Background: an optimization exercise with open tools, aiming at small area, a short achievable clock period and few clock cycles. Do not read the settings as production practice.
The RTL was checked by simulation tests, not by an equivalence proof against the original design.
Power and IR drop assume default switching activity.

==> design/flow/design.v <==
module pif_core (
    input  wire         clk,
    input  wire         rst,
    input  wire         host_we,
    input  wire [5:0]   host_addr,
    input  wire [7:0]   host_wdata,
    output wire [7:0]   host_rdata,
    input  wire         start,
    output wire         ready,
    output wire         fault,
    input  wire [127:0] pad,
    output wire         save_en,
    output wire         save_we,
    output wire [7:0]   save_slice,
    output wire [63:0]  save_wdata,
    input  wire [63:0]  save_rdata
);
    localparam [15:0] PAK_LOCK_ADDR    = 16'h0400;
    localparam [15:0] PAK_USABLE_BOUND = 16'h7FE0;
    localparam [3:0] S_IDLE   = 4'd0,
                     S_FETCH  = 4'd1,    
                     S_FETCH2 = 4'd2,    
                     S_DEC    = 4'd3,    
                     S_CRC    = 4'd4,    
                     S_CORR   = 4'd5,    
                     S_CWR    = 4'd6,    
                     S_SRD    = 4'd7,    
                     S_SWG1   = 4'd8,    
                     S_SWG2   = 4'd9,    
                     S_SWR    = 4'd10,   
                     S_FAULT  = 4'd11,
                     S_SRDREQ = 4'd12;   
    reg [511:0] mem;         
    reg [3:0]  st;
    reg [6:0]  p;            
    reg [2:0]  chan;         
    reg [63:0] f;            
    reg        f2;           
    reg [7:0]  slice;
    reg [6:0]  wlo, wend;    
    reg        zpend;        
    reg [7:0]  crc;
    reg [2:0]  crow, cend;   
    reg [2:0]  cms, cml;     
    reg        cfirst;
    reg [2:0]  ccnt;         
    reg        ovf_r;        
    reg [5:0]  sl_r;
    reg [6:0]  q;            
    reg [6:0]  e;            
    wire [2:0] pl  = p[2:0];
    wire [3:0] pl4 = {1'b0, pl};
    wire have1 = f2 || (pl4 + 4'd1 <= 4'd7);
    wire have2 = f2 || (pl4 + 4'd2 <= 4'd7);
    wire have3 = f2 || (pl4 + 4'd3 <= 4'd7);
    wire have4 = f2 || (pl4 + 4'd4 <= 4'd7);
    wire [7:0] h   = f[7:0];
    wire [7:0] rlb = f[15:8];
    wire [7:0] op  = f[23:16];
    wire [5:0] sl  = h[5:0];
    wire [7:0] t1  = (sl > 6'd1) ? f[31:24] : 8'h00;
    wire [7:0] t2  = (sl > 6'd2) ? f[39:32] : 8'h00;
    wire       endw   = (h == 8'hFE);
    wire       filler = h[7] || h[6] || (h == 8'h00);
    wire       ovf1   = e > 7'd64;
    wire       rlFE   = (rlb == 8'hFE);
    wire       need3  = (op == 8'h02 || op == 8'h04 || op == 8'h05) && (sl > 6'd1);
    wire       need4  = (op == 8'h02) && (sl > 6'd2);
    wire       allin  = have1 && (rlFE || ovf1 ||
                         (have2 && (!need3 || have3) && (!need4 || have4)));
    wire [15:0] pak_off = {t1, t2} & 16'hFFE0;
    wire        ch0  = (chan == 3'd0);
    wire        ch4  = (chan == 3'd4);
    wire        chp  = (chan <= 3'd3);
    wire        d_sig0 = (op == 8'h00 || op == 8'hFF) && ch0;
    wire        d_sig4 = (op == 8'h00 || op == 8'hFF) && ch4;
    wire        d_poll = (op == 8'h01) && chp;
    wire        d_pak  = (op == 8'h02) &&
                         (pak_off == PAK_LOCK_ADDR || pak_off < PAK_USABLE_BOUND);
    wire        d_crc  = (op == 8'h03);
    wire        d_srd  = (op == 8'h04) && ch4;
    wire        d_swr  = (op == 8'h05) && ch4;
    wire        d_ok   = d_sig0 || d_sig4 || d_poll || d_pak || d_crc || d_srd || d_swr;
    wire        d_long = d_crc && (sl > 6'd3);       
    wire        d_now  = d_sig0 || d_sig4 || d_poll || d_pak || (d_crc && !d_long);
    wire [8:0] e_rl9 = {2'b00, e} + {1'b0, rlb};
    wire       ovf2  = e_rl9 > 9'd64;
    wire [6:0] e_rl  = e_rl9[6:0];
    wire [6:0] ms    = p + 7'd5;        
    wire [6:0] me1   = e - 7'd1;        
    wire       dec   = (st == S_DEC);
    wire       trans = !endw && !filler;
    wire       go    = trans && allin && !rlFE && !ovf1;
    wire       fail  = go && !d_ok;
    wire       dwr   = dec && (fail || (go && d_now && !ovf2));
    wire [2:0] chan_inc = (chan == 3'd5) ? 3'd5 : chan + 3'd1;
    reg  [7:0] lf;
    integer fk;
    always @* begin
        for (fk = 0; fk < 8; fk = fk + 1)
            lf[fk] = (fk < pl) ||
                     ((memrow[8*fk+7] || memrow[8*fk+6] || memrow[8*fk +: 8] == 8'h00) &&
                      (memrow[8*fk +: 8] != 8'hFE) && !(fk == 7 && p[5:3] == 3'd7));
    end
    reg  [8:0] fo;
    reg  [6:0] p_skip;
    reg  [2:0] chan_skip;
    reg  [3:0] cs;
    integer fj;
    always @* begin
        fo = 9'd0;
        for (fk = 0; fk < 9; fk = fk + 1) begin
            fo[fk] = 1'b1;
            for (fj = 0; fj < fk; fj = fj + 1)
                if (!lf[fj]) fo[fk] = 1'b0;
            if (fk < 8 && lf[fk]) fo[fk] = 1'b0;
        end
        p_skip    = 7'd0;
        chan_skip = 3'd0;
        for (fk = 0; fk < 9; fk = fk + 1) begin
            cs = {1'b0, chan} + fk - pl4;
            if (fo[fk]) begin
                p_skip    = p_skip | ((fk == 8) ? {p[6:3] + 4'd1, 3'd0} : {p[6:3], fk[2:0]});
                chan_skip = chan_skip | ((cs > 4'd5) ? 3'd5 : cs[2:0]);
            end
        end
    end
    wire skip = !fo[pl];
    wire [5:0] wsl  = W[5:0];
    wire [7:0] wop  = W[23:16];
    wire       wn3  = (wop == 8'h02 || wop == 8'h04 || wop == 8'h05) && (wsl > 6'd1);
    wire       wn4  = (wop == 8'h02) && (wsl > 6'd2);
    wire       fend = (W[7:0] == 8'hFE) || (pl != 3'd7 && W[15:8] == 8'hFE);
    wire       need2 = (pl >= 3'd6) || (pl == 3'd5 && wn3) || (pl == 3'd4 && wn4);
    assign ready      = (st == S_IDLE);
    assign fault      = (st == S_FAULT);
    assign save_en    = (st == S_SRDREQ) || (st == S_SWR);
    assign save_we    = (st == S_SWR);
    assign save_slice = slice;
    assign save_wdata = f;
    wire hostsel = (st == S_IDLE) || (st == S_FAULT);
    reg [2:0] erow;
    always @* begin
        case (st)
            S_FETCH2: erow = p[5:3] + 3'd1;
            S_SWG1:   erow = q[5:3];
            S_SWG2:   erow = q[5:3] + 3'd1;
            S_CRC:    erow = crow;
            default:  erow = p[5:3];
        endcase
    end
    wire [2:0]  rsel = hostsel ? host_addr[5:3] : erow;
    wire [63:0] r01 = rsel[0] ? mem[127:64]  : mem[63:0];
    wire [63:0] r23 = rsel[0] ? mem[255:192] : mem[191:128];
    wire [63:0] r45 = rsel[0] ? mem[383:320] : mem[319:256];
    wire [63:0] r67 = rsel[0] ? mem[511:448] : mem[447:384];
    wire [63:0] r03 = rsel[1] ? r23 : r01;
    wire [63:0] r47 = rsel[1] ? r67 : r45;
    wire [63:0] memrow = rsel[2] ? r47 : r03;
    wire [31:0] hb4 = host_addr[2] ? memrow[63:32] : memrow[31:0];
    wire [15:0] hb2 = host_addr[1] ? hb4[31:16] : hb4[15:0];
    assign host_rdata = host_addr[0] ? hb2[15:8] : hb2[7:0];
    wire [31:0] padc = chan[1] ? (chan[0] ? pad[127:96] : pad[95:64])
                               : (chan[0] ? pad[63:32]  : pad[31:0]);
    reg [31:0] rx32;
    always @* begin
        if (st == S_CWR)  rx32 = {24'd0, crc};
        else if (!go)     rx32 = 32'd0;
        else if (!d_ok)   rx32 = {24'd0, rlb | 8'h80};
        else if (d_sig0)  rx32 = 32'h00010005;
        else if (d_sig4)  rx32 = 32'h00008000;
        else if (d_poll)  rx32 = padc;
        else              rx32 = 32'd0;
    end
    wire        wrx = dec || (st == S_CWR);
    wire [63:0] X   = (st == S_SRD) ? save_rdata : (wrx ? {32'd0, rx32} : memrow);
    wire [6:0] dlo = fail ? p + 7'd1 : e;
    wire [6:0] dhi = fail ? p + 7'd2 : e_rl;
    reg [2:0] amt;
    always @* begin
        case (st)
            S_SWG1, S_SWG2: amt = q[2:0];
            S_DEC:          amt = 3'd0 - dlo[2:0];
            S_SRD, S_CWR:   amt = 3'd0 - wlo[2:0];
            default:        amt = pl;
        endcase
    end
    wire [63:0] x4 = amt[2] ? {X[31:0], X[63:32]}   : X;
    wire [63:0] x2 = amt[1] ? {x4[15:0], x4[63:16]} : x4;
    wire [63:0] W  = amt[0] ? {x2[7:0], x2[63:8]}   : x2;
    wire [6:0] lo = dec ? dlo : wlo;
    wire [6:0] hi = dec ? dhi : wend;
    wire rng_en = dwr || (st == S_SRD) || (st == S_CWR) ||
                  (st == S_SWR && !ovf_r) || (st == S_FETCH && zpend);
    wire clr63  = (dec && (endw || (trans && allin && rlFE))) ||
                  (st == S_FETCH && (p > 7'd62 || (!skip && fend)));
    wire [63:0] lane_d = (st == S_IDLE) ? {8{host_wdata}} :
                         (wrx || st == S_SRD) ? W : 64'd0;
    wire [63:0] lane_w = rst ? 64'd0 : lane_d;
    wire [7:0] lo_row_eq, lo_row_gt, lo_lane_ge;
    wire [7:0] hi_row_eq, hi_row_lt, hi_lane_lt;
    wire [7:0] ha_row, ha_lane;
    genvar gr;
    generate
        for (gr = 0; gr < 8; gr = gr + 1) begin : g_dec
            assign lo_row_eq[gr]  = !lo[6] && lo[5:3] == gr;
            assign lo_row_gt[gr]  = !lo[6] && lo[5:3] <  gr;
            assign lo_lane_ge[gr] = gr >= lo[2:0];
            assign hi_row_eq[gr]  = !hi[6] && hi[5:3] == gr;
            assign hi_row_lt[gr]  = hi[6] || hi[5:3] > gr;
            assign hi_lane_lt[gr] = gr < hi[2:0];
            assign ha_row[gr]     = host_addr[5:3] == gr;
            assign ha_lane[gr]    = host_addr[2:0] == gr;
        end
    endgenerate
    wire host_wr = (st == S_IDLE) && host_we;
    integer i;
    always @(posedge clk) begin
        for (i = 0; i < 64; i = i + 1) begin
            if (rst ||
                (host_wr && ha_row[i/8] && ha_lane[i%8]) ||
                (rng_en && (lo_row_gt[i/8] || (lo_row_eq[i/8] && lo_lane_ge[i%8]))
                        && (hi_row_lt[i/8] || (hi_row_eq[i/8] && hi_lane_lt[i%8]))) ||
                (i == 63 && clr63))
                mem[8*i +: 8] <= lane_w[8*(i%8) +: 8];
        end
    end
    reg  [63:0] crc_in;
    integer l;
    always @* begin
        for (l = 0; l < 8; l = l + 1)
            crc_in[8*l +: 8] = ((!cfirst || l >= cms) && (crow != cend || l <= cml))
                               ? memrow[8*l +: 8] : 8'h00;
    end
    wire [7:0] crc_row, crc_z, crc_zi, crc_zi2;
    wire [7:0] crc_y = (st == S_CRC) ? crc_row : crc;
    assign crc_row[0] = ^(crc & 8'h8f) ^ ^(crc_in & 64'h01bfcfebb0cba841);
    assign crc_row[1] = ^(crc & 8'h1e) ^ ^(crc_in & 64'h027e9fd761975183);
    assign crc_row[2] = ^(crc & 8'hb2) ^ ^(crc_in & 64'h0443f14473e50b47);
    assign crc_row[3] = ^(crc & 8'h64) ^ ^(crc_in & 64'h0886e289e6ca178e);
    assign crc_row[4] = ^(crc & 8'hc9) ^ ^(crc_in & 64'h100cc513cd952f1c);
    assign crc_row[5] = ^(crc & 8'h92) ^ ^(crc_in & 64'h20188a279a2b5f38);
    assign crc_row[6] = ^(crc & 8'h24) ^ ^(crc_in & 64'h4030144f3457be70);
    assign crc_row[7] = ^(crc & 8'hc7) ^ ^(crc_in & 64'h80dfe775d865d4a0);
    assign crc_z[0] = ^(crc_row & 8'hbf);
    assign crc_z[1] = ^(crc_row & 8'h7e);
    assign crc_z[2] = ^(crc_row & 8'h43);
    assign crc_z[3] = ^(crc_row & 8'h86);
    assign crc_z[4] = ^(crc_row & 8'h0c);
    assign crc_z[5] = ^(crc_row & 8'h18);
    assign crc_z[6] = ^(crc_row & 8'h30);
    assign crc_z[7] = ^(crc_row & 8'hdf);
    assign crc_zi[0] = ^(crc_y & 8'h56);
    assign crc_zi[1] = ^(crc_y & 8'hac);
    assign crc_zi[2] = ^(crc_y & 8'h0f);
    assign crc_zi[3] = ^(crc_y & 8'h1f);
    assign crc_zi[4] = ^(crc_y & 8'h3f);
    assign crc_zi[5] = ^(crc_y & 8'h7f);
    assign crc_zi[6] = ^(crc_y & 8'hfe);
    assign crc_zi[7] = ^(crc_y & 8'hab);
    assign crc_zi2[0] = ^(crc & 8'h62);
    assign crc_zi2[1] = ^(crc & 8'hc4);
    assign crc_zi2[2] = ^(crc & 8'hea);
    assign crc_zi2[3] = ^(crc & 8'hd5);
    assign crc_zi2[4] = ^(crc & 8'haa);
    assign crc_zi2[5] = ^(crc & 8'h54);
    assign crc_zi2[6] = ^(crc & 8'ha9);
    assign crc_zi2[7] = ^(crc & 8'h31);
    wire [2:0] ct = 3'd7 - cml;     
    wire [63:0] txm;
    genvar gk;
    generate
        for (gk = 0; gk < 8; gk = gk + 1) begin : g_txm
            assign txm[8*gk +: 8] = ({2'b00, sl_r} > gk + 2) ? W[8*gk +: 8] : 8'h00;
        end
    endgenerate
    wire [3:0] ql4 = {1'b0, q[2:0]};
    integer k;
    always @(posedge clk) begin
        if (rst) begin
            st    <= S_IDLE;
            zpend <= 1'b0;
        end else begin
            case (st)
                S_IDLE: begin
                    zpend <= 1'b0;
                    if (start && mem[511:504] == 8'h01) begin
                        p    <= 7'd0;
                        chan <= 3'd0;
                        st   <= S_FETCH;
                    end
                end
                S_FETCH: begin
                    zpend <= 1'b0;
                    f     <= W;
                    e     <= p + 7'd2 + {1'b0, W[5:0]};
                    f2    <= 1'b0;
                    if (p > 7'd62) begin
                        st <= S_IDLE;
                    end else if (skip) begin
                        p    <= p_skip;
                        chan <= chan_skip;
                    end else if (fend) begin
                        st <= S_IDLE;
                    end else begin
                        st <= need2 ? S_FETCH2 : S_DEC;
                    end
                end
                S_FETCH2: begin
                    for (k = 0; k < 8; k = k + 1)
                        if (pl4 + k > 4'd7)
                            f[8*k +: 8] <= W[8*k +: 8];
                    f2 <= 1'b1;
                    st <= S_DEC;
                end
                S_DEC: begin
                    if (endw) begin
                        st <= S_IDLE;
                    end else if (filler) begin
                        chan <= chan_inc;
                        p    <= p + 7'd1;
                        st   <= S_FETCH;
                    end else if (!allin) begin
                        st <= S_FETCH2;
                    end else if (rlFE) begin
                        st <= S_IDLE;
                    end else if (ovf1) begin
                        st <= S_FAULT;
                    end else if (!d_ok) begin
                        chan <= chan_inc;
                        p    <= e;
                        st   <= S_FETCH;
                    end else if (ovf2 && !d_swr) begin
                        st <= S_FAULT;
                    end else begin
                        chan <= chan_inc;
                        p    <= e_rl;
                        wlo  <= e;
                        wend <= e_rl;
                        if (d_now) begin
                            wlo   <= e + 7'd8;
                            zpend <= 1'b1;
                            st    <= S_FETCH;
                        end else if (d_long) begin
                            crc    <= 8'h00;
                            crow   <= ms[5:3];
                            cms    <= ms[2:0];
                            cend   <= me1[5:3];
                            cml    <= me1[2:0];
                            cfirst <= 1'b1;
                            st     <= S_CRC;
                        end else if (d_srd) begin
                            slice <= t1;
                            st    <= S_SRDREQ;
                        end else begin
                            slice <= t1;
                            sl_r  <= sl;
                            ovf_r <= ovf2;
                            q     <= p + 7'd4;
                            st    <= S_SWG1;
                        end
                    end
                end
                S_CRC: begin
                    cfirst <= 1'b0;
                    crow   <= crow + 3'd1;
                    if (crow == cend) begin
                        if (ct == 3'd0)
                            crc <= crc_z;
                        else if (ct == 3'd1)
                            crc <= crc_row;
                        else
                            crc <= crc_zi;
                        ccnt <= ct - 3'd2;
                        st   <= (ct <= 3'd2) ? S_CWR : S_CORR;
                    end else begin
                        crc <= crc_row;
                    end
                end
                S_CORR: begin
                    if (ccnt >= 3'd2) begin
                        crc  <= crc_zi2;
                        ccnt <= ccnt - 3'd2;
                        if (ccnt == 3'd2)
                            st <= S_CWR;
                    end else begin
                        crc <= crc_zi;
                        st  <= S_CWR;
                    end
                end
                S_CWR, S_SRD: begin
                    wlo   <= wlo + 7'd8;
                    zpend <= 1'b1;
                    st    <= S_FETCH;
                end
                S_SRDREQ: st <= S_SRD;
                S_SWG1: begin
                    f  <= txm;
                    st <= (q[2:0] == 3'd0) ? S_SWR : S_SWG2;
                end
                S_SWG2: begin
                    for (k = 0; k < 8; k = k + 1)
                        if (ql4 + k > 4'd7)
                            f[8*k +: 8] <= txm[8*k +: 8];
                    st <= S_SWR;
                end
                S_SWR: begin
                    st <= ovf_r ? S_FAULT : S_FETCH;
                end
                S_FAULT: ;
                default: st <= S_FAULT;
            endcase
        end
    end
endmodule
==> design/flow/run.sh <==
#!/bin/bash
# synth_recipe.tcl (not shown) runs the flow's synth.tcl, then flattens the netlist and writes it again
# the make line also repeats each setting of config.mk as NAME=value (left out here)
make -C /OpenROAD-flow-scripts/flow DESIGN_CONFIG=/design/flow/config.mk WORK_HOME=/design/flow/orfs CLKGATE_MAP_FILE= SYNTH_SCRIPT=/design/flow/synth_recipe.tcl finish
==> design/flow/config.mk <==
export PLATFORM = sky130hd
export DESIGN_NAME = pif_core
export DESIGN_NICKNAME = pif_core
export VERILOG_FILES = /design/flow/design.v
export SDC_FILE = /design/flow/constraint.sdc
export NUM_CORES = 4
export LEC_CHECK = 0
export ABC_CLOCK_PERIOD_IN_PS = 6000
export CAP_MARGIN = 20
export CORE_MARGIN = 2
export CORE_UTILIZATION = 45
export CTS_BUF_LIST = sky130_fd_sc_hd__clkbuf_8
export CTS_CLUSTER_SIZE = 20
export SETUP_SLACK_MARGIN = 3.4
export SLEW_MARGIN = 20
export TNS_END_PERCENT = 10
==> design/flow/constraint.sdc <==
create_clock -name core_clock -period 10.0 [get_ports {clk}]
set_input_delay 2.0000 -clock core_clock [delete_from_list [all_inputs] [get_ports {clk}]]
set_output_delay 2.0000 -clock core_clock [all_outputs]
set_load 0.01 [all_outputs]
==> flow_metrics.py, run 1 <==
metrics = {
    "placed_design": {
        "port_buffers": 293,
        "place.gp.congestion": 1.06,
        "postPlaceCellArea_um2": 45100,
        "place_ws_ns": 1.24,
        "dp_hpwl_um": 140000,
    },
    "grt": {
        "grt.total_usage_pct": 41.3,
        "antenna_found_initial": 26,
        "grt_pass1_vias": 34202,
        "grt_pass1_wl_um": 264000,
        "overflow": 0,
        "grt_max_degree": 79,
    },
    "route": {
        "maxUsedRoutingLayer": "met5",
        "met2WireLength_um": 79700,
        "route.met3.wl_um": 28200,
        "route.vias.total": 37311,
        "dr.pass1.iters": 8,
        "drt_iter0_drc": 6262,
        "drc": 0,
        "final_antenna_net_count": 0,
        "avgViaCountPerCell": 6.71,
        "drt_wl_total_um": 195000,
        "met1_length_um": 73600,
        "routedWlPerCell_um": 35.0,
    },
    "final_layout": {
        "num-nets-final": 4558,
        "layout-drive-gt1-share_pct": 18.4,
        "final_cell_area_um2": 50600,
        "fin_util_pct": 57.0,
        "syn2layout_area_growth_pct": 25.3,
        "fillCellCount": 7670,
    },
    "timing": {
        "relSlewSlack_pct": 17.1,
        "finalWorstSetupSlack_ns": 3.05,
        "whs_ns": 0.538,
        "hold_viol": 0,
        "worst_slew_pin_slew_ns": 1.21,
        "skew_ns": 0.0958,
        "setup_tns_ns": 0,
        "setup-violations-final": 0,
        "fin_crit_ns": 6.95,
        "timing.fmax_mhz": 144,
        "rsz0062_at_grt": "true",
        "period_share_pct": 69.5,
        "drv_slew": 0,
    },
    "setup_path": {
        "arrival_ns": 4.95,
        "worstPathMaxFanout": 13,
        "path_class": "in2out",
        "cp.required_ns": 8.00,
        "crit_path_end_kind": "output port",
        "critPathLaunchType": "input pin",
        "reg2regPathDepth": 18,
    },
    "clock_network": {
        "root_buffer": "clkbuf_8",
        "postCtsHoldBufs": 0,
        "cts.reportedPaths.clkPinSlew_ns": 0.06,
        "cts_num_sinks": 658,
        "h-tree-depth": 3,
        "cts_tree": "built",
        "cts_buffers": 110,
        "clockBufferDepth": 3,
        "clkLatencyLatePin_ns": 0.84,
    },
    "die": {
        "initial_utilization_pct": 45.5,
        "coreArea_um2": 88600,
        "die_w_um": 303,
        "die_y_um": 303,
        "dieArea_um2": 92100,
        "rows": 109,
        "io-pin-count": 294,
    },
    "logic_synthesis": {
        "synth_area_per_cell_um2": 10.6,
        "synth_ff_type": "edfxtp_1",
        "synth.area.top_cells": "edfxtp_1, mux2i_1, nand2_1",
        "syn_nets": 4063,
        "synth_common_cells": "edfxtp_1, nand2_1, a21oi_1",
        "yosysTopAreaCell": "edfxtp_1",
        "synth.top_cell.area_share_pct": 48.6,
        "yosysSeqAreaShare_pct": 48.8,
        "syn_inst": 3794,
        "synth_edf_count": 653,
        "synth-async-reset-ratio_pct": 0,
        "yosys_register_bits": 658,
        "yosysMostFrequentCell": "edfxtp_1",
        "syn_area_um2": 40400,
        "synth_cell_types": 107,
        "synth_warnings": 2,
    },
    "hold_path": {
        "hold_depth": 0,
        "hold_class": "reg2reg",
    },
    "power": {
        "ir_worst_vdd_v": 0.00133,
        "p_leak_nw": 19.0,
        "power_density_nw_per_um2": 382,
    },
    "run_status": {
        "status": "no timing/DRC/antenna violations",
    },
    "run": {
        "drv_cap": 0,
    },
}
==> cells in the final DEF (no fill, tap or decap), drive strengths merged, types with 84 or more instances in the layout <==
cell type      synthesis  final
edfxtp               653    653
nand2                494    498
a21oi                356    357
buf                  113    335
nor2                 334    334
clkdlybuf4s50          0    280
mux2i                222    222
o21ai                212    212
xnor2                147    147
clkbuf               137    111
nand3                 85     85
a221o                 82     84
==> power breakdown <==
group | total [mW] | leakage, nW | internal, mW | switching, mW
Clock | 2.54 | 1.25 | 1.32 | 1.23
Combinational | 13.2 | 11.2 | 5.84 | 7.40
Sequential | 3.55 | 6.55 | 3.43 | 0.118
Total | 19.3 | 19.0 | 10.6 | 8.75
==> area by class of cell <==
type	count	area, um^2	share of cell area (%)
multi-input cells	2844	20600	40.7
flip-flops and latches	658	19700	39.0
repair buffers	624	6270	12.4
clock buffers	110	1510	2.99
well taps	1165	1460	2.88
clock inverters	97	771	1.52
inverters	51	191	0.379
diodes	13	32.5	0.0644
==> kinds of logic after synthesis <==
| family | after synthesis | share of synthesized area (%) |
|---|---|---|
| xor gates and xnor gates | 247 | 6.56 |
| DFF | 658 | 48.8 |
| and+or+nand+nor | 1222 | 13.7 |
| adders and majority gates | 60 | 2.06 |
| buffers and inverters | 301 | 3.52 |
| muxes | 283 | 8.22 |
| AOI/OAI and AO/OA | 1023 | 17.0 |
==> worst paths after layout <==
kind	from	end	slack (ns)
hold / removal	f[3]$_DFFE_PP_	sl_r[3]$_DFFE_PP_	0.54
setup reg to reg	f[3]$_DFFE_PP_	mem[12]$_DFFE_PP_	3.25
setup / recovery	host_addr[4]	host_rdata[5]	3.05
hold reg to reg	f[3]$_DFFE_PP_	sl_r[3]$_DFFE_PP_	0.54
==> routing by layer <==
metal,GRT usage [%],vias to the layer above
met5,0.932,-
met4,23.1,30
met3,14.8,676
met2,57.5,3067
met1,55.5,18187
li1,-,15351
==> per-stage QoR <==
step                cells  total power, mW
floorplan            3794             11.8
global placement     5164             14.9
detailed placement   5164             14.9
CTS                  5533             18.7
global route         5554             19.9
finish               5562             19.3
==> what timing repair did <==
item / CTS / global route
endpoints found under the setup margin: 757 / 318
setup buffers: 139 / 16
cloned: 23 / 0
pin swaps: 65 / 14
gates resized for setup: 271 / 60
==> critical path, stage by stage <==
cell	delay (ns)
buf_12	0.08
buf_4	0.10
mux2i_1	0.06
o22a_1	0.24
o22ai_4	0.18
and2_4	0.27
buf_4	0.18
buf_6	0.21
mux2i_4	0.28
a32o_1	0.17
a221oi_2	0.04
buf_4	0.22
mux4_2	0.46
mux2_4	0.30
buf_6	0.13
==> registers in the layout, summed over array words and instances (netlist names) <==
signal and cells:
cms 3, e 7, sl_r 6, zpend 1, mem 512, p 7
st 4, ccnt 3, chan 3, cfirst 1, slice 8, q 6
f2 1, wlo 7, cend 3, ovf_r 1, cml 3, crow 3
wend 7, f 64, crc 8
Testbench counts, summed over its fixed seeds: cycles 77,003.
==> inputs of run 2 (changes only) <==
--- a/design/flow/config.mk
+++ b/design/flow/config.mk
@@ -12,5 +12,5 @@
 export CTS_BUF_LIST = sky130_fd_sc_hd__clkbuf_8
 export CTS_CLUSTER_SIZE = 20
-export SETUP_SLACK_MARGIN = 3.4
+export SETUP_SLACK_MARGIN = 3.2
 export SLEW_MARGIN = 20
-export TNS_END_PERCENT = 10
+export TNS_END_PERCENT = 20
==> flow_metrics.py, run 2 <==
metrics = {
    "final_layout": {
        "layout-drive-gt1-share_pct": 16.1,
        "final_cell_mix": "edfxtp_1, nand2_1, a21oi_1, nor2_1, clkdlybuf4s50_1",
        "layout_commonest_cell": "edfxtp_1",
        "num-nets-final": 4518,
        "top_register": "mem",
        "layout.cells.non_filler": 5512,
        "reg_top3": "mem (512), f (64)",
        "largest_register_ffs": 512,
        "syn2layout_area_growth_pct": 22.9,
    },
    "logic_synthesis": {
        "synth_cell_types": 107,
        "syn_area_um2": 40400,
        "syn_nets": 4063,
        "synth-async-reset-ratio_pct": 0,
        "synth.top_cell.area_share_pct": 48.6,
        "yosysSeqAreaShare_pct": 48.8,
        "synth_ff_type": "edfxtp_1",
        "yosysTopAreaCell": "edfxtp_1",
        "synth.area.top_cells": "edfxtp_1, mux2i_1, nand2_1",
        "syn_inst": 3794,
        "synth_common_cells": "edfxtp_1, nand2_1, a21oi_1",
        "synth_area_per_cell_um2": 10.6,
        "synth_warnings": 2,
        "synth_edf_count": 653,
        "yosys_register_bits": 658,
        "yosysMostFrequentCell": "edfxtp_1",
    },
    "placed_design": {
        "port_buffers": 293,
        "place.gp.congestion": 1.06,
        "post-place-cells": 5167,
        "dp_hpwl_um": 139000,
    },
    "clock_network": {
        "h-tree-depth": 3,
        "clkLatencyLatePin_ns": 0.87,
        "postCtsHoldBufs": 0,
        "cts_num_sinks": 658,
        "cts_tree": "built",
        "cts.reportedPaths.clkPinSlew_ns": 0.07,
        "cts_buffers": 109,
        "clockBufferDepth": 3,
        "root_buffer": "clkbuf_8",
    },
    "grt": {
        "grt.total_usage_pct": 40.3,
        "antenna_found_initial": 22,
        "grt_max_degree": 71,
        "grt_pass1_vias": 33417,
        "top_usage_layer": "met2",
        "met1_usage_pct": 54.0,
        "overflow": 0,
        "grt_pass1_wl_um": 258000,
        "met2_usage_pct": 57.0,
        "met3_usage_pct": 15.2,
    },
    "timing": {
        "drv_slew": 0,
        "rsz0062_at_grt": "true",
        "skew_ns": 0.152,
        "setup_tns_ns": 0,
        "timing.fmax_mhz": 145,
        "hold_viol": 0,
        "period_share_pct": 68.9,
        "relSlewSlack_pct": 11.1,
        "fin_crit_ns": 6.89,
        "worst_slew_pin_slew_ns": 1.30,
        "setup-violations-final": 0,
    },
    "die": {
        "initial_utilization_pct": 45.5,
        "dieArea_um2": 92100,
        "io-pin-count": 294,
        "die_y_um": 303,
        "rows": 109,
        "coreArea_um2": 88600,
        "die_w_um": 303,
    },
    "setup_path": {
        "cp_slowest_cell": "a2111o_2",
        "path_class": "in2reg",
        "path_buf_inv": 6,
        "reg2reg_setup_slack_ns": 3.22,
        "crit_path_end_kind": "flip-flop",
        "cp.required_ns": 10.55,
        "worstPathCellList": "buf_6 -> o21a_1 -> a2111o_2 -> nand2_8 -> buf_12 -> buf_16 -> mux2_2 -> o211ai_1 -> o31ai_4 -> buf_4 -> or4_1 -> nor3_1 -> nor3_1 -> buf_4 -> o32a_1 -> nand3_1 -> o21ai_0 -> a31oi_1 -> a21oi_1 -> o21a_1 -> o21ai_1 -> o211ai_1 -> buf_12",
        "worstPathMaxFanout": 8,
        "critPathLaunchType": "input pin",
        "critPathTopFamily": "compound AO/OA/AOI/OAI gates",
        "arrival_ns": 7.43,
        "cp_slowest_stage_delay_ns": 0.54,
    },
    "run_status": {
        "status": "no timing/DRC/antenna violations",
    },
    "power": {
        "power_density_nw_per_um2": 383,
        "p_leak_nw": 18.7,
        "ir_worst_vdd_v": 0.00107,
    },
    "route": {
        "drt_iter0_drc": 5345,
        "drt_wl_total_um": 191000,
        "avgViaCountPerCell": 6.63,
        "route.vias.total": 36549,
        "routedWlPerCell_um": 34.7,
        "drc": 0,
        "dr.pass1.iters": 10,
        "final_antenna_net_count": 0,
    },
    "hold_path": {
        "hold_class": "reg2reg",
    },
    "run": {
        "drv_cap": 0,
    },
}
==> run 2: repair_timing <==
action	in CTS	in global routing
cloned	15	3
setup endpoints to repair	492	141
resized for setup	233	49
setup buffers	106	12
pin swaps	33	18
==> run 2: path summary, 6_finish.rpt <==
path / cells after the start / endpoint / start
worst max-delay path: 23 / mem[505]$_DFFE_PP_ / host_addr[3]
worst min-delay path: 2 / zpend$_SDFFE_PP0P_ / zpend$_SDFFE_PP0P_
worst min register to register: 2 / zpend$_SDFFE_PP0P_ / zpend$_SDFFE_PP0P_
worst max register to register: 19 / mem[240]$_DFFE_PP_ / f[3]$_DFFE_PP_
==> run 2: cells by family (layout without fill, tap and decap cells) <==
group                      Yosys count  after routing  share of synthesized area [%]
and+or+nand+nor                   1222           1229                           13.7
AOI/OAI and AO/OA                 1023           1023                           17.0
DFF                                658            658                           48.8
buffers and inverters              301            834                           3.52
muxes                              283            283                           8.22
xor gates and xnor gates           247            247                           6.56
adders and majority gates           60             60                           2.06
other                                0             13                              0
==> run 2: through the flow <==
step                      instance area [um^2]  utilization, %  total power [mW]  worst slack (ns)  hold WS, ns
final                                    49600            55.9              19.0              3.11        0.525
after global routing                     49600            55.9              19.5              3.09        0.550
after floorplan                          40500               -              11.8              3.07        0.476
after CTS                                49200            55.5              18.3              3.19        0.521
after global placement                   45100            50.9              15.3              1.18        0.495
after detailed placement                 45100            50.9              15.1              1.09        0.494
==> run 2: routing by layer <==
| metal | vias to the layer above | routed length, um | part of all wire (%) |
|---|---|---|---|
| li1 | 15231 | - | - |
| met1 | 18026 | 73000 | 38 |
| met2 | 2688 | 79500 | 42 |
| met3 | 576 | 27300 | 14 |
| met4 | 28 | 11000 | 5.7 |
| met5 | - | 454 | 0.24 |
==> run 2: area by class of cell <==
cell class / instances / area (um^2)
Clock buffer: 110 / 1510
Tap cell: 1165 / 1460
Clock inverter: 86 / 470
Antenna cell: 13 / 32.5
Inverter: 51 / 191
Timing Repair Buffer: 587 / 5940
Multi-Input combinational cell: 2842 / 20300
Sequential cell: 658 / 19700
Fill cell: 7751 / 39100
==> run 2: worst min-delay path: stages, from the launching register on <==
cell	delay, ns
dfxtp_1	0.32
nor2_1	0.10
a211oi_1	0.05
==> run 2: power by group <==
| group | leakage (nW) | switching [mW] | internal, mW |
|---|---|---|---|
| Sequential | 6.55 | 0.112 | 3.43 |
| Combinational | 11.0 | 7.54 | 5.65 |
| Clock | 1.12 | 1.17 | 1.08 |
| Total | 18.7 | 8.82 | 10.2 |
==> inputs of run 3 (changes only) <==
--- a/design/flow/config.mk
+++ b/design/flow/config.mk
@@ -9,5 +9,5 @@
 export CAP_MARGIN = 20
 export CORE_MARGIN = 2
-export CORE_UTILIZATION = 45
+export CORE_UTILIZATION = 50
 export CTS_BUF_LIST = sky130_fd_sc_hd__clkbuf_8
 export CTS_CLUSTER_SIZE = 20
==> flow_metrics.py, run 3 <==
metrics = {
    "clock_network": {
        "clockBufferDepth": 3,
        "root_buffer": "clkbuf_8",
        "cts.reportedPaths.clkPinSlew_ns": 0.06,
        "clkLatencyLatePin_ns": 0.79,
        "cts_num_sinks": 658,
        "postCtsHoldBufs": 0,
        "cts_buffers": 109,
        "h-tree-depth": 3,
        "cts_tree": "built",
    },
    "grt": {
        "met2_usage_pct": 64.4,
        "met1_usage_pct": 59.7,
        "grt.total_usage_pct": 44.4,
        "grt_pass1_vias": 34885,
        "overflow": 0,
        "top_usage_layer": "met2",
        "antenna_found_initial": 9,
        "grt_pass1_wl_um": 259000,
        "met3_usage_pct": 11.9,
        "grt_max_degree": 88,
    },
    "timing": {
        "setup_tns_ns": 0,
        "timing.fmax_mhz": 144,
        "setup-violations-final": 0,
        "skew_ns": 0.0833,
        "rsz0062_at_grt": "true",
        "drv_slew": 0,
        "relSlewSlack_pct": 20.3,
        "fin_crit_ns": 6.92,
        "hold_viol": 0,
        "whs_ns": 0.489,
        "worst_slew_pin_slew_ns": 1.19,
        "period_share_pct": 69.2,
    },
    "placed_design": {
        "port_buffers": 293,
        "dp_hpwl_um": 135000,
        "place.gp.congestion": 1.07,
    },
    "logic_synthesis": {
        "syn_area_um2": 40400,
        "synth.top_cell.area_share_pct": 48.6,
        "syn_inst": 3794,
        "synth_cell_types": 107,
        "synth_area_per_cell_um2": 10.6,
        "yosysSeqAreaShare_pct": 48.8,
        "syn_nets": 4063,
        "synth.area.top_cells": "edfxtp_1, mux2i_1, nand2_1",
        "synth_warnings": 2,
        "synth_common_cells": "edfxtp_1, nand2_1, a21oi_1",
        "synth-async-reset-ratio_pct": 0,
        "synth_ff_type": "edfxtp_1",
        "yosysTopAreaCell": "edfxtp_1",
        "yosysMostFrequentCell": "edfxtp_1",
        "yosys_register_bits": 658,
        "synth_edf_count": 653,
    },
    "final_layout": {
        "fin_util_pct": 62.1,
        "reg_top3": "mem (512), f (64)",
        "multiInputGateArea_um2": 20500,
        "largest_register_ffs": 512,
        "layout_commonest_cell": "edfxtp_1",
        "final_cell_mix": "edfxtp_1, nand2_1, a21oi_1, nor2_1, clkdlybuf4s50_1",
        "fillCellCount": 6426,
        "layout-drive-gt1-share_pct": 16.7,
        "regArea_um2": 19700,
        "syn2layout_area_growth_pct": 23.5,
        "num-nets-final": 4527,
        "top_register": "mem",
    },
    "setup_path": {
        "cp.required_ns": 8.00,
        "cp_slowest_stage_delay_ns": 0.51,
        "worstPathMaxFanout": 10,
        "critPathTopFamily": "compound AO/OA/AOI/OAI gates",
        "worstPathCellList": "buf_6 -> o21a_4 -> a2111oi_4 -> buf_6 -> nor2_4 -> buf_4 -> nor2_4 -> a32o_2 -> a221oi_4 -> buf_12 -> mux4_2 -> mux2_4 -> buf_6",
        "arrival_ns": 4.92,
        "path_class": "in2out",
        "reg2regPathDepth": 30,
        "crit_top_cell": "buf_6",
        "path_buf_inv": 5,
        "crit_path_end_kind": "output port",
        "cp_slowest_cell": "mux4_2",
        "cp_num_cells": 13,
        "critPathLaunchType": "input pin",
        "cp-startpoint": "host_addr[3]",
        "timing.rr.start": "st[2]$_SDFFE_PP0P_",
    },
    "die": {
        "die_w_um": 288,
        "io-pin-count": 294,
        "dieArea_um2": 83000,
        "initial_utilization_pct": 50.3,
        "rows": 104,
        "coreArea_um2": 80200,
        "die_y_um": 288,
    },
    "power": {
        "p_leak_nw": 18.8,
        "ir_worst_vdd_v": 0.000944,
        "finalPower_mw": 19.2,
        "power_density_nw_per_um2": 386,
    },
    "run_status": {
        "status": "no timing/DRC/antenna violations",
    },
    "hold_path": {
        "hold_depth": 0,
        "hold_class": "reg2reg",
        "hold_path_startpoint": "f[3]$_DFFE_PP_",
    },
    "route": {
        "drt_iter0_drc": 6344,
        "routedWlPerCell_um": 35.3,
        "dr.pass1.iters": 8,
        "avgViaCountPerCell": 6.95,
        "route.vias.total": 37574,
        "final_antenna_net_count": 0,
        "drt_wl_total_um": 191000,
        "drc": 0,
    },
    "run": {
        "drv_cap": 0,
    },
}
[run 3: cell counts after synthesis]
No cell type changed its count.
[run 3: cell type report]
cell class / instances / area share, %
Multi-Input combinational cell: 2846 / 41.1
Antenna cell: 4 / 0.0201
Sequential cell: 658 / 39.6
Clock buffer: 112 / 3.09
Tap cell: 1060 / 2.66
Timing Repair Buffer: 592 / 12.0
Clock inverter: 81 / 1.09
Inverter: 51 / 0.392
[run 3: routing by layer]
| layer | up-vias | wire (um) |
|---|---|---|
| li1 | 15253 | - |
| met3 | 670 | 27100 |
| met5 | - | 50 |
| met2 | 3320 | 80600 |
| met1 | 18323 | 69200 |
| met4 | 8 | 14100 |
[run 3: report_power, final]
| part | switching (mW) | leakage [nW] | internal [mW] | total, mW |
|---|---|---|---|---|
| registers | 0.116 | 6.55 | 3.43 | 3.55 |
| logic | 7.46 | 11.1 | 5.92 | 13.4 |
| clock network | 1.18 | 1.19 | 1.14 | 2.32 |
[run 3: worst paths after layout]
path | endpoint | slack, ns
worst max-delay path | host_rdata[5] | 3.08
worst min-delay path | sl_r[3]$_DFFE_PP_ | 0.49
worst max register to register | crc[5]$_DFFE_PP_ | 3.30
worst min register to register | sl_r[3]$_DFFE_PP_ | 0.49
[run 3: cells by family after synthesis]
logic type / count (synthesis) / synth area share (%)
AND/OR/NAND/NOR: 1222 / 13.7
AO/OA/AOI/OAI: 1023 / 17.0
flip-flops: 658 / 48.8
buffers and inverters: 301 / 3.52
multiplexers: 283 / 8.22
XOR/XNOR: 247 / 6.56
adder cells (fa/ha/maj): 60 / 2.06
[run 3: repair_timing]
item / in CTS / in global routing
buffers inserted: 105 / 51
gates cloned: 21 / 5
pin swaps: 36 / 33
setup endpoints to repair: 501 / 235
resized for setup: 210 / 100
endpoints found under the hold margin: 0 / 0
[run 3: metrics by stage]
stage	setup WS [ns]	area [um^2]	cells
final	3.08	49800	5404
after global routing	3.09	49800	5401
after CTS	3.04	48800	5344
after detailed placement	1.17	44600	5025
after global placement	1.28	44600	5025
after floorplan	3.07	40500	3794
==> inputs of run 4 (changes only) <==
--- a/design/flow/config.mk
+++ b/design/flow/config.mk
@@ -9,5 +9,5 @@
 export CAP_MARGIN = 20
 export CORE_MARGIN = 2
-export CORE_UTILIZATION = 50
+export CORE_UTILIZATION = 55
 export CTS_BUF_LIST = sky130_fd_sc_hd__clkbuf_8
 export CTS_CLUSTER_SIZE = 20
==> flow_metrics.py, run 4 <==
metrics = {
    "logic_synthesis": {
        "synth_common_cells": "edfxtp_1, nand2_1, a21oi_1",
        "synth_area_per_cell_um2": 10.6,
        "synth_top_family_by_area": "compound AO/OA/AOI/OAI gates",
        "yosysTopAreaCell": "edfxtp_1",
        "synth.area.top_cells": "edfxtp_1, mux2i_1, nand2_1",
        "synth.top_cell.area_share_pct": 48.6,
        "synth-async-reset-ratio_pct": 0,
        "synth_warnings": 2,
        "syn_nets": 4063,
        "synthMuxAreaShare_pct": 8.22,
        "yosys.area_share.simple_pct": 13.7,
        "synth_edf_count": 653,
        "synth_cell_types": 107,
        "syn_area_um2": 40400,
        "synth_ff_type": "edfxtp_1",
        "yosysSeqAreaShare_pct": 48.8,
        "synth_adder_area_share_pct": 2.06,
        "synthXorXnorAreaFrac_pct": 6.56,
        "syn_inst": 3794,
        "synth_compound_area_share_pct": 17.0,
        "yosysMostFrequentCell": "edfxtp_1",
        "yosys_register_bits": 658,
    },
    "route": {
        "final_antenna_net_count": 0,
        "avgViaCountPerCell": 7.17,
        "route.vias.total": 38136,
        "drt_iter0_drc": 6756,
        "drc": 0,
        "dr.pass1.iters": 12,
        "drt_wl_total_um": 191000,
        "routedWlPerCell_um": 35.9,
    },
    "die": {
        "initial_utilization_pct": 55.4,
        "die_w_um": 275,
        "io-pin-count": 294,
        "die_y_um": 275,
        "dieArea_um2": 75500,
        "coreArea_um2": 72800,
        "rows": 99,
    },
    "setup_path": {
        "path_class": "in2out",
        "crit_top_cell": "o211ai_1",
        "crit_path_end_kind": "output port",
        "path_buf_inv": 5,
        "worstPathMaxFanout": 13,
        "cp_slowest_cell": "a2111o_2",
        "cp_slowest_stage_delay_ns": 0.53,
        "arrival_ns": 5.02,
        "critPathLaunchType": "input pin",
        "reg2reg_setup_slack_ns": 2.99,
        "worstPathCellList": "buf_8 -> o21a_1 -> a2111o_2 -> nand2_8 -> buf_12 -> buf_16 -> mux2_2 -> o211ai_1 -> buf_4 -> nand2_2 -> a22o_1 -> a221oi_2 -> o211ai_1 -> buf_2",
        "cp.required_ns": 8.00,
        "critPathTopFamily": "compound AO/OA/AOI/OAI gates",
    },
    "timing": {
        "drv_slew": 0,
        "setup-violations-final": 0,
        "hold_viol": 0,
        "setup_tns_ns": 0,
        "fin_crit_ns": 7.02,
        "period_share_pct": 70.2,
        "worst_slew_pin_slew_ns": 1.22,
        "relSlewSlack_pct": 16.4,
        "skew_ns": 0.0703,
        "timing.fmax_mhz": 142,
        "rsz0062_at_grt": "true",
    },
    "final_layout": {
        "reg_top3": "mem (512), f (64)",
        "largest_register_ffs": 512,
        "final_cell_area_um2": 49600,
        "layout-drive-gt1-share_pct": 17.0,
        "syn2layout_area_growth_pct": 22.9,
        "num-nets-final": 4537,
        "final_cell_mix": "edfxtp_1, nand2_1, a21oi_1, nor2_1, clkdlybuf4s50_1",
        "fin_util_pct": 68.1,
        "layout_commonest_cell": "edfxtp_1",
        "top_register": "mem",
    },
    "power": {
        "p_int_mw": 10.7,
        "p_leak_nw": 18.8,
        "pwr-share-comb_pct": 70.5,
        "ir_worst_vdd_v": 0.00107,
        "clockPowerShare_pct": 11.5,
        "swShare_pct": 45.7,
        "power_density_nw_per_um2": 398,
        "power.switching_mw": 9.03,
        "seq_power_share_pct": 18.0,
    },
    "grt": {
        "grt_max_degree": 82,
        "grt.total_usage_pct": 49.3,
        "overflow": 0,
        "antenna_found_initial": 14,
        "grt_pass1_vias": 35662,
        "grt_pass1_wl_um": 260000,
    },
    "clock_network": {
        "cts_tree": "built",
        "h-tree-depth": 3,
        "cts_num_sinks": 658,
        "cts.reportedPaths.clkPinSlew_ns": 0.06,
        "cts_buffers": 102,
        "clockBufferDepth": 3,
        "root_buffer": "clkbuf_8",
        "clkLatencyLatePin_ns": 0.81,
    },
    "run": {
        "drv_cap": 0,
    },
    "placed_design": {
        "port_buffers": 293,
        "place.gp.congestion": 1.12,
        "postPlaceCellArea_um2": 44600,
        "dp_hpwl_um": 132000,
    },
    "run_status": {
        "status": "no timing/DRC/antenna violations",
    },
    "hold_path": {
        "hold_class": "reg2reg",
    },
}
[run 4: cell counts after synthesis]
No cell type changed its count.
[run 4: final timing paths]
path	end	depth (start not counted)	startpoint
setup / recovery	host_rdata[2]	14	host_addr[3]
hold / removal	sl_r[3]$_DFFE_PP_	0	f[3]$_DFFE_PP_
setup reg to reg	mem[452]$_DFFE_PP_	17	f[2]$_DFFE_PP_
hold reg to reg	sl_r[3]$_DFFE_PP_	0	f[3]$_DFFE_PP_
[run 4: cells by family (layout without fill, tap and decap cells)]
family	after synthesis	count (layout)
fa+ha+maj	60	60
xor+xnor	247	247
other cells	0	7
flops	658	658
mux	283	283
buf+inv	301	852
simple gates	1222	1228
compound gates	1023	1025
[run 4: cell type report]
type / count / area (um^2)
multi-input cells: 2843 / 20400
clock buffers: 102 / 1400
well taps: 959 / 1200
inverters: 51 / 191
repair buffers: 612 / 6100
clock inverters: 87 / 566
fillers: 5301 / 23200
diodes: 7 / 17.5
flip-flops and latches: 658 / 19700
[run 4: power groups by stage]
| stage | Clock [mW] | Combinational [mW] | Sequential (mW) |
|---|---|---|---|
| 2_1_floorplan | 0 | 8.23 | 3.55 |
| 3_3_place_gp | 0 | 11.3 | 3.58 |
| 3_5_place_dp | 0 | 11.5 | 3.59 |
| 4_1_cts | 2.22 | 12.5 | 3.54 |
| 5_1_grt | 2.36 | 14.3 | 3.57 |
| 6_report | 2.27 | 13.9 | 3.55 |
[run 4: per-layer routing]
layer / global-route usage, % / wire [um] / vias to the layer above
met3: 17.9 / 28600 / 904
met5: 0 / 57 / -
li1: - / - / 15263
met1: 59.0 / 62500 / 18204
met4: 37.5 / 18900 / 8
met2: 72.8 / 80900 / 3757
[run 4: through the flow]
step | total power [mW] | cells | setup WS, ns | hold slack (ns)
final | 19.8 | 5319 | 2.98 | 0.532
after global routing | 20.3 | 5315 | 2.98 | 0.545
after CTS | 18.3 | 5250 | 3.10 | 0.517
after detailed placement | 15.0 | 4931 | 1.07 | 0.500
after global placement | 14.9 | 4930 | 1.24 | 0.522
after floorplan | 11.8 | 3794 | 3.07 | 0.476
[run 4: repair_timing]
| action | 4_1_cts | 5_1_grt |
|---|---|---|
| resized for setup | 203 | 92 |
| setup endpoints to repair | 620 | 241 |
| cloned | 21 | 2 |
| buffers inserted | 109 | 60 |
| hold buffers | 0 | 0 |
| hold endpoints to repair | 0 | 0 |
| pin swaps | 46 | 38 |
==> inputs of run 5 (changes only) <==
--- a/design/flow/config.mk
+++ b/design/flow/config.mk
@@ -9,8 +9,8 @@
 export CAP_MARGIN = 20
 export CORE_MARGIN = 2
-export CORE_UTILIZATION = 55
+export CORE_UTILIZATION = 45
 export CTS_BUF_LIST = sky130_fd_sc_hd__clkbuf_8
 export CTS_CLUSTER_SIZE = 20
-export SETUP_SLACK_MARGIN = 3.2
+export SETUP_SLACK_MARGIN = 3.0
 export SLEW_MARGIN = 20
 export TNS_END_PERCENT = 20
==> flow_metrics.py, run 5 <==
metrics = {
    "logic_synthesis": {
        "synth_cell_types": 107,
        "synth-async-reset-ratio_pct": 0,
        "synth_edf_count": 653,
        "synth.top_cell.area_share_pct": 48.6,
        "yosys_register_bits": 658,
        "yosysSeqAreaShare_pct": 48.8,
        "synth_area_per_cell_um2": 10.6,
        "synth_common_cells": "edfxtp_1, nand2_1, a21oi_1",
        "syn_inst": 3794,
        "synth_ff_type": "edfxtp_1",
        "yosysMostFrequentCell": "edfxtp_1",
        "synth_warnings": 2,
        "yosysTopAreaCell": "edfxtp_1",
        "synth.area.top_cells": "edfxtp_1, mux2i_1, nand2_1",
        "syn_area_um2": 40400,
        "syn_nets": 4063,
    },
    "final_layout": {
        "reg_top3": "mem (512), f (64)",
        "final_cell_area_um2": 49100,
        "syn2layout_area_growth_pct": 21.7,
        "final_cell_mix": "edfxtp_1, nand2_1, a21oi_1, nor2_1, clkdlybuf4s50_1",
        "regArea_um2": 19700,
        "fillCellCount": 7840,
        "num-nets-final": 4480,
        "top_register": "mem",
        "layout-drive-gt1-share_pct": 15.2,
        "largest_register_ffs": 512,
        "layout_commonest_cell": "edfxtp_1",
        "multiInputGateArea_um2": 20100,
    },
    "timing": {
        "setup_tns_ns": 0,
        "fin_crit_ns": 7.18,
        "relSlewSlack_pct": 16.7,
        "timing.fmax_mhz": 139,
        "drv_slew": 0,
        "worst_slew_pin_slew_ns": 1.24,
        "skew_ns": 0.0548,
        "period_share_pct": 71.8,
        "setup-violations-final": 0,
        "rsz0062_at_grt": "true",
        "hold_viol": 0,
    },
    "clock_network": {
        "cts_num_sinks": 658,
        "clockBufferDepth": 3,
        "h-tree-depth": 3,
        "clkLatencyLatePin_ns": 0.80,
        "cts_tree": "built",
        "cts.reportedPaths.clkPinSlew_ns": 0.06,
        "root_buffer": "clkbuf_8",
        "cts_buffers": 110,
    },
    "route": {
        "routedWlPerCell_um": 34.2,
        "avgViaCountPerCell": 6.60,
        "drt_iter0_drc": 5634,
        "drc": 0,
        "route.vias.total": 36068,
        "final_antenna_net_count": 0,
        "dr.pass1.iters": 6,
        "drt_wl_total_um": 187000,
    },
    "die": {
        "initial_utilization_pct": 45.5,
        "die_y_um": 303,
        "dieArea_um2": 92100,
        "io-pin-count": 294,
        "rows": 109,
        "die_w_um": 303,
        "coreArea_um2": 88600,
    },
    "grt": {
        "grt_max_degree": 78,
        "grt_pass1_wl_um": 255000,
        "grt_pass1_vias": 32928,
        "overflow": 0,
        "antenna_found_initial": 9,
        "grt.total_usage_pct": 39.7,
    },
    "placed_design": {
        "postPlaceCellArea_um2": 44900,
        "port_buffers": 293,
        "place.gp.congestion": 1.04,
        "dp_hpwl_um": 136000,
    },
    "setup_path": {
        "critPathLaunchType": "input pin",
        "path_class": "in2out",
        "cp.required_ns": 8.00,
        "reg2regPathDepth": 25,
        "arrival_ns": 5.18,
        "worstPathMaxFanout": 9,
        "crit_path_end_kind": "output port",
    },
    "power": {
        "finalPower_mw": 19.1,
        "p_leak_nw": 18.5,
        "power_density_nw_per_um2": 389,
        "ir_worst_vdd_v": 0.00127,
    },
    "run": {
        "drv_cap": 0,
    },
    "hold_path": {
        "hold_class": "reg2reg",
        "hold_depth": 2,
    },
    "run_status": {
        "status": "no timing/DRC/antenna violations",
    },
}
run 5: worst paths after layout:
check / from / endpoint / slack [ns]
worst max-delay path: host_addr[4] / host_rdata[1] / 2.82
worst min-delay path: zpend$_SDFFE_PP0P_ / zpend$_SDFFE_PP0P_ / 0.52
worst max register to register: st[0]$_SDFFE_PP0P_ / mem[509]$_DFFE_PP_ / 2.97
worst min register to register: zpend$_SDFFE_PP0P_ / zpend$_SDFFE_PP0P_ / 0.52
run 5: kinds of logic (layout without fill, tap and decap cells):
family | after synthesis | after routing | synth area share [%]
buffers and inverters | 301 | 800 | 3.52
multiplexers | 283 | 283 | 8.22
flip-flops | 658 | 658 | 48.8
other | 0 | 4 | 0
AO/OA/AOI/OAI | 1023 | 1024 | 17.0
AND/OR/NAND/NOR | 1222 | 1227 | 13.7
adder cells (fa/ha/maj) | 60 | 60 | 2.06
XOR/XNOR | 247 | 247 | 6.56
run 5: routing by layer:
metal  up-vias  track usage (%)  wire length [um]
met2      2667             55.9             77600
met3       476             11.7             24300
li1      15160                -                 -
met5         -            0.259               161
met4         6             19.2             10600
met1     17759             55.7             74300
run 5: final cells by class:
class | instances | share of cell area (%)
clock inverters | 88 | 1.12
inverters | 51 | 0.390
multi-input cells | 2841 | 41.0
flip-flops and latches | 658 | 40.2
clock buffers | 112 | 3.14
repair buffers | 549 | 11.2
diodes | 4 | 0.0204
well taps | 1165 | 2.97
run 5: stage by stage:
stage	hold WS, ns	std cells	util (%)	worst slack [ns]
floorplan	0.476	3794	-	2.85
global route	0.543	5466	55.4	2.76
global placement	0.506	5154	50.7	1.17
CTS	0.517	5455	55.0	2.94
finish	0.519	5468	55.4	2.82
detailed placement	0.511	5155	50.7	1.14
run 5: timing repair:
action                                  in CTS  in global routing
pin swaps                                   27                 19
hold buffers                                 0                  0
endpoints found under the setup margin     202                 66
gates cloned                                15                  2
resized for setup                          172                 47
hold endpoints to repair                     0                  0
setup buffers                               85                  7
run 5: power breakdown:
part           internal [mW]  leakage [nW]  switching (mW)
registers               3.43          6.55           0.104
clock network           1.18          1.20            1.19
logic                   5.73          10.7            7.45
total                   10.3          18.5            8.74
run 5: critical path, cell delays in order:
cell	delay, ns
buf_2	0.17
mux2i_1	0.10
o22a_1	0.25
o22ai_4	0.23
and2_4	0.26
buf_4	0.15
buf_16	0.13
buf_4	0.15
mux2i_1	0.23
a32o_1	0.15
a221oi_1	0.05
buf_4	0.21
mux4_2	0.48
mux2_4	0.32
dlygate4sd2_1	0.29
==> inputs of run 6 (changes only) <==
--- a/design/flow/design.v
+++ b/design/flow/design.v
@@ -49,4 +49,5 @@
     reg [6:0]  q;            
     reg [6:0]  e;            
+    reg [7:0]  erow_oh;      
     wire [2:0] pl  = p[2:0];
     wire [3:0] pl4 = {1'b0, pl};
@@ -88,4 +89,6 @@
     wire [6:0] e_rl  = e_rl9[6:0];
     wire [6:0] ms    = p + 7'd5;        
+    wire [6:0] q4    = p + 7'd4;        
+    wire [6:0] p1    = p + 7'd1;
     wire [6:0] me1   = e - 7'd1;        
     wire       dec   = (st == S_DEC);
@@ -140,25 +143,25 @@
     assign save_wdata = f;
     wire hostsel = (st == S_IDLE) || (st == S_FAULT);
-    reg [2:0] erow;
+    function [7:0] oh;
+        input [2:0] r;
+        oh = 8'd1 << r;
+    endfunction
+    wire [7:0]  rs = (hostsel ? oh(host_addr[5:3]) : 8'd0) | erow_oh;
+    reg  [63:0] memrow;
+    integer rr;
     always @* begin
-        case (st)
-            S_FETCH2: erow = p[5:3] + 3'd1;
-            S_SWG1:   erow = q[5:3];
-            S_SWG2:   erow = q[5:3] + 3'd1;
-            S_CRC:    erow = crow;
-            default:  erow = p[5:3];
-        endcase
+        memrow = 64'd0;
+        for (rr = 0; rr < 8; rr = rr + 1)
+            memrow = memrow | (mem[64*rr +: 64] & {64{rs[rr]}});
+    end
+    wire [7:0] hlane = oh(host_addr[2:0]);
+    reg  [7:0] hrd;
+    integer hl;
+    always @* begin
+        hrd = 8'd0;
+        for (hl = 0; hl < 8; hl = hl + 1)
+            hrd = hrd | (memrow[8*hl +: 8] & {8{hlane[hl]}});
     end
-    wire [2:0]  rsel = hostsel ? host_addr[5:3] : erow;
-    wire [63:0] r01 = rsel[0] ? mem[127:64]  : mem[63:0];
-    wire [63:0] r23 = rsel[0] ? mem[255:192] : mem[191:128];
-    wire [63:0] r45 = rsel[0] ? mem[383:320] : mem[319:256];
-    wire [63:0] r67 = rsel[0] ? mem[511:448] : mem[447:384];
-    wire [63:0] r03 = rsel[1] ? r23 : r01;
-    wire [63:0] r47 = rsel[1] ? r67 : r45;
-    wire [63:0] memrow = rsel[2] ? r47 : r03;
-    wire [31:0] hb4 = host_addr[2] ? memrow[63:32] : memrow[31:0];
-    wire [15:0] hb2 = host_addr[1] ? hb4[31:16] : hb4[15:0];
-    assign host_rdata = host_addr[0] ? hb2[15:8] : hb2[7:0];
+    assign host_rdata = hrd;
     wire [31:0] padc = chan[1] ? (chan[0] ? pad[127:96] : pad[95:64])
                                : (chan[0] ? pad[63:32]  : pad[31:0]);
@@ -233,5 +236,5 @@
                                ? memrow[8*l +: 8] : 8'h00;
     end
-    wire [7:0] crc_row, crc_z, crc_zi, crc_zi2;
+    wire [7:0] crc_row, crc_z, crc_zi;
     wire [7:0] crc_y = (st == S_CRC) ? crc_row : crc;
     assign crc_row[0] = ^(crc & 8'h8f) ^ ^(crc_in & 64'h01bfcfebb0cba841);
@@ -259,12 +262,4 @@
     assign crc_zi[6] = ^(crc_y & 8'hfe);
     assign crc_zi[7] = ^(crc_y & 8'hab);
-    assign crc_zi2[0] = ^(crc & 8'h62);
-    assign crc_zi2[1] = ^(crc & 8'hc4);
-    assign crc_zi2[2] = ^(crc & 8'hea);
-    assign crc_zi2[3] = ^(crc & 8'hd5);
-    assign crc_zi2[4] = ^(crc & 8'haa);
-    assign crc_zi2[5] = ^(crc & 8'h54);
-    assign crc_zi2[6] = ^(crc & 8'ha9);
-    assign crc_zi2[7] = ^(crc & 8'h31);
     wire [2:0] ct = 3'd7 - cml;     
     wire [63:0] txm;
@@ -278,4 +273,5 @@
     integer k;
     always @(posedge clk) begin
+        erow_oh <= 8'd0;
         if (rst) begin
             st    <= S_IDLE;
@@ -286,7 +282,8 @@
                     zpend <= 1'b0;
                     if (start && mem[511:504] == 8'h01) begin
-                        p    <= 7'd0;
-                        chan <= 3'd0;
-                        st   <= S_FETCH;
+                        p       <= 7'd0;
+                        chan    <= 3'd0;
+                        erow_oh <= oh(3'd0);
+                        st      <= S_FETCH;
                     end
                 end
@@ -299,10 +296,12 @@
                         st <= S_IDLE;
                     end else if (skip) begin
-                        p    <= p_skip;
-                        chan <= chan_skip;
+                        p       <= p_skip;
+                        chan    <= chan_skip;
+                        erow_oh <= oh(p_skip[5:3]);
                     end else if (fend) begin
                         st <= S_IDLE;
                     end else begin
-                        st <= need2 ? S_FETCH2 : S_DEC;
+                        erow_oh <= oh(p[5:3] + 3'd1);
+                        st      <= need2 ? S_FETCH2 : S_DEC;
                     end
                 end
@@ -318,9 +317,11 @@
                         st <= S_IDLE;
                     end else if (filler) begin
-                        chan <= chan_inc;
-                        p    <= p + 7'd1;
-                        st   <= S_FETCH;
+                        chan    <= chan_inc;
+                        p       <= p1;
+                        erow_oh <= oh(p1[5:3]);
+                        st      <= S_FETCH;
                     end else if (!allin) begin
-                        st <= S_FETCH2;
+                        erow_oh <= oh(p[5:3] + 3'd1);
+                        st      <= S_FETCH2;
                     end else if (rlFE) begin
                         st <= S_IDLE;
@@ -328,7 +329,8 @@
                         st <= S_FAULT;
                     end else if (!d_ok) begin
-                        chan <= chan_inc;
-                        p    <= e;
-                        st   <= S_FETCH;
+                        chan    <= chan_inc;
+                        p       <= e;
+                        erow_oh <= oh(e[5:3]);
+                        st      <= S_FETCH;
                     end else if (ovf2 && !d_swr) begin
                         st <= S_FAULT;
@@ -339,7 +341,8 @@
                         wend <= e_rl;
                         if (d_now) begin
-                            wlo   <= e + 7'd8;
-                            zpend <= 1'b1;
-                            st    <= S_FETCH;
+                            wlo     <= e + 7'd8;
+                            zpend   <= 1'b1;
+                            erow_oh <= oh(e_rl[5:3]);
+                            st      <= S_FETCH;
                         end else if (d_long) begin
                             crc    <= 8'h00;
@@ -348,6 +351,7 @@
                             cend   <= me1[5:3];
                             cml    <= me1[2:0];
-                            cfirst <= 1'b1;
-                            st     <= S_CRC;
+                            cfirst  <= 1'b1;
+                            erow_oh <= oh(ms[5:3]);
+                            st      <= S_CRC;
                         end else if (d_srd) begin
                             slice <= t1;
@@ -357,6 +361,7 @@
                             sl_r  <= sl;
                             ovf_r <= ovf2;
-                            q     <= p + 7'd4;
-                            st    <= S_SWG1;
+                            q       <= q4;
+                            erow_oh <= oh(q4[5:3]);
+                            st      <= S_SWG1;
                         end
                     end
@@ -375,27 +380,25 @@
                         st   <= (ct <= 3'd2) ? S_CWR : S_CORR;
                     end else begin
-                        crc <= crc_row;
+                        crc     <= crc_row;
+                        erow_oh <= oh(crow + 3'd1);
                     end
                 end
                 S_CORR: begin
-                    if (ccnt >= 3'd2) begin
-                        crc  <= crc_zi2;
-                        ccnt <= ccnt - 3'd2;
-                        if (ccnt == 3'd2)
-                            st <= S_CWR;
-                    end else begin
-                        crc <= crc_zi;
-                        st  <= S_CWR;
-                    end
+                    crc  <= crc_zi;
+                    ccnt <= ccnt - 3'd1;
+                    if (ccnt == 3'd1)
+                        st <= S_CWR;
                 end
                 S_CWR, S_SRD: begin
-                    wlo   <= wlo + 7'd8;
-                    zpend <= 1'b1;
-                    st    <= S_FETCH;
+                    wlo     <= wlo + 7'd8;
+                    zpend   <= 1'b1;
+                    erow_oh <= oh(p[5:3]);
+                    st      <= S_FETCH;
                 end
                 S_SRDREQ: st <= S_SRD;
                 S_SWG1: begin
-                    f  <= txm;
-                    st <= (q[2:0] == 3'd0) ? S_SWR : S_SWG2;
+                    f       <= txm;
+                    erow_oh <= oh(q[5:3] + 3'd1);
+                    st      <= (q[2:0] == 3'd0) ? S_SWR : S_SWG2;
                 end
                 S_SWG2: begin
@@ -406,5 +409,6 @@
                 end
                 S_SWR: begin
-                    st <= ovf_r ? S_FAULT : S_FETCH;
+                    erow_oh <= ovf_r ? 8'd0 : oh(p[5:3]);
+                    st      <= ovf_r ? S_FAULT : S_FETCH;
                 end
                 S_FAULT: ;
--- a/design/flow/config.mk
+++ b/design/flow/config.mk
@@ -10,7 +10,4 @@
 export CORE_MARGIN = 2
 export CORE_UTILIZATION = 45
-export CTS_BUF_LIST = sky130_fd_sc_hd__clkbuf_8
-export CTS_CLUSTER_SIZE = 20
-export SETUP_SLACK_MARGIN = 3.0
+export SETUP_SLACK_MARGIN = 3.5
 export SLEW_MARGIN = 20
-export TNS_END_PERCENT = 20
==> flow_metrics.py, run 6 <==
metrics = {
    "timing": {
        "skew_ns": 0.0436,
        "period_share_pct": 66.3,
        "worst_slew_pin_slew_ns": 1.36,
        "rsz0062_at_grt": "true",
        "relSlewSlack_pct": 8.56,
    },
    "logic_synthesis": {
        "synth_edf_count": 653,
        "yosysMostFrequentCell": "edfxtp_1",
        "yosys_register_bits": 666,
        "synth.area.top_cells": "edfxtp_1, a22oi_1, mux2i_1",
        "yosysSeqAreaShare_pct": 45.2,
        "yosysTopAreaCell": "edfxtp_1",
        "synth_cell_types": 121,
        "syn_area_um2": 43900,
    },
    "final_layout": {
        "num-nets-final": 4807,
        "syn2layout_area_growth_pct": 21.8,
        "final_cell_mix": "edfxtp_1, nor2_1, nand2_1, clkdlybuf4s50_1, a21oi_1",
        "fillCellCount": 8474,
        "layout.cells.non_filler": 5867,
        "top_register": "mem",
        "layout-drive-gt1-share_pct": 17.1,
        "regArea_um2": 19900,
    },
    "setup_path": {
        "worstPathCellList": "buf_16 -> buf_12 -> nor2b_4 -> buf_4 -> a221o_1 -> nand3_1 -> o2111ai_1 -> buf_4 -> nor2_1 -> nor3_1 -> a31oi_1 -> o221ai_1 -> dlygate4sd2_1",
        "arrival_ns": 4.63,
        "crit_top_cell": "buf_4",
        "critPathLaunchType": "input pin",
        "cp_slowest_stage_delay_ns": 0.34,
        "worstPathMaxFanout": 7,
    },
    "die": {
        "die_w_um": 316,
        "dieArea_um2": 100000,
        "rows": 114,
        "initial_utilization_pct": 45.4,
        "die_y_um": 316,
    },
    "power": {
        "power_density_nw_per_um2": 385,
        "p_leak_nw": 19.4,
    },
    "clock_network": {
        "h-tree-depth": 3,
        "cts_tree": "built",
        "postCtsHoldBufs": 0,
        "clockBufferDepth": 3,
        "clkLatencyLatePin_ns": 0.70,
    },
    "grt": {
        "grt_max_degree": 81,
    },
    "route": {
        "dr.pass1.iters": 7,
        "routedWlPerCell_um": 38.9,
        "route.vias.total": 42110,
        "avgViaCountPerCell": 7.18,
        "drc": 0,
    },
    "hold_path": {
        "hold_class": "reg2reg",
        "hold_path_startpoint": "zpend$_SDFFE_PP0P_",
    },
    "run_status": {
        "status": "no timing/DRC/antenna violations",
    },
    "placed_design": {
        "port_buffers": 293,
    },
}
## run 6: cell count changes in the layout (fill, tap and decap cells not counted), sizes merged, moves of 39 or more
cell	before	now
mux2i	222	165
nor2	334	373
a21oi	356	294
mux2	25	89
a22o	18	82
a221oi	39	94
nand2	498	344
a22oi	38	239
a221o	83	39
## run 6: tightest hold or removal path, stage by stage, from the launching register on
cell	delay, ns
dfxtp_1	0.32
a21oi_1	0.12
nor3_1	0.05
## run 6: worst max-delay path by stage
stage	to	startpoint	slack, ns
after floorplan	e[6]$_DFFE_PP_	p[1]$_DFFE_PP_	3.55
after global placement	e[6]$_DFFE_PP_	p[2]$_DFFE_PP_	1.58
after detailed placement	e[6]$_DFFE_PP_	p[2]$_DFFE_PP_	1.63
after CTS	host_rdata[2]	host_addr[4]	3.37
after global routing	host_rdata[6]	host_addr[3]	3.42
final	host_rdata[6]	host_addr[3]	3.37
## run 6: layout make-up
class / count / share of cell area, %
Antenna cell: 6 / 0.0281
Clock inverter: 46 / 0.708
Tap cell: 1276 / 2.98
Inverter: 85 / 0.627
Multi-Input combinational cell: 3114 / 44.0
Clock buffer: 94 / 3.80
Sequential cell: 666 / 37.1
Timing Repair Buffer: 580 / 10.8
## run 6: logic make-up after synthesis
family,Yosys count,share of synthesized area [%]
compound gates,1335,21.6
simple gates,1144,12.3
flops,666,45.2
buf+inv,371,3.64
mux,312,9.05
xor+xnor,247,6.00
fa+ha+maj,73,2.27
## run 6: what timing repair did
| action | in CTS | in global routing |
|---|---|---|
| cloned | 11 | 3 |
| setup endpoints to repair | 624 | 371 |
| buffers inserted | 73 | 49 |
| pin swaps | 32 | 28 |
| gates resized for setup | 198 | 71 |
## run 6: power breakdown
group          switching (mW)  internal, mW
clock network            1.27          1.49
logic                    8.31          5.32
registers               0.345          3.89
total                    9.93          10.7
## run 6: routing by layer
layer	wire length (um)	GRT usage, %
met1	84600	58.8
met2	94800	63.6
met3	31300	13.3
met4	17400	26.3
met5	75	0
## run 6: per-stage QoR
step           utilization, %  area (um^2)  hold WS (ns)  total power, mW
2_1_floorplan               -        43900         0.496             12.5
3_3_place_gp             50.2        48600         0.517             16.7
3_5_place_dp             50.2        48600         0.521             16.6
4_1_cts                  54.5        52700         0.530             19.8
5_1_grt                  55.3        53500         0.585             21.2
6_report                 55.3        53500         0.535             20.6
Testbench counts of run 6, summed over its fixed seeds: cycles 77,234.

Re-timed with assumed drivers on the ports (clkbuf_16 on the clock, buf_2 on other inputs), run 6 has 3.160 ns of setup slack against 3.374 ns with ideal ports, and 2.535 ns once port delays also move by the mid clock arrival of 0.757 ns.
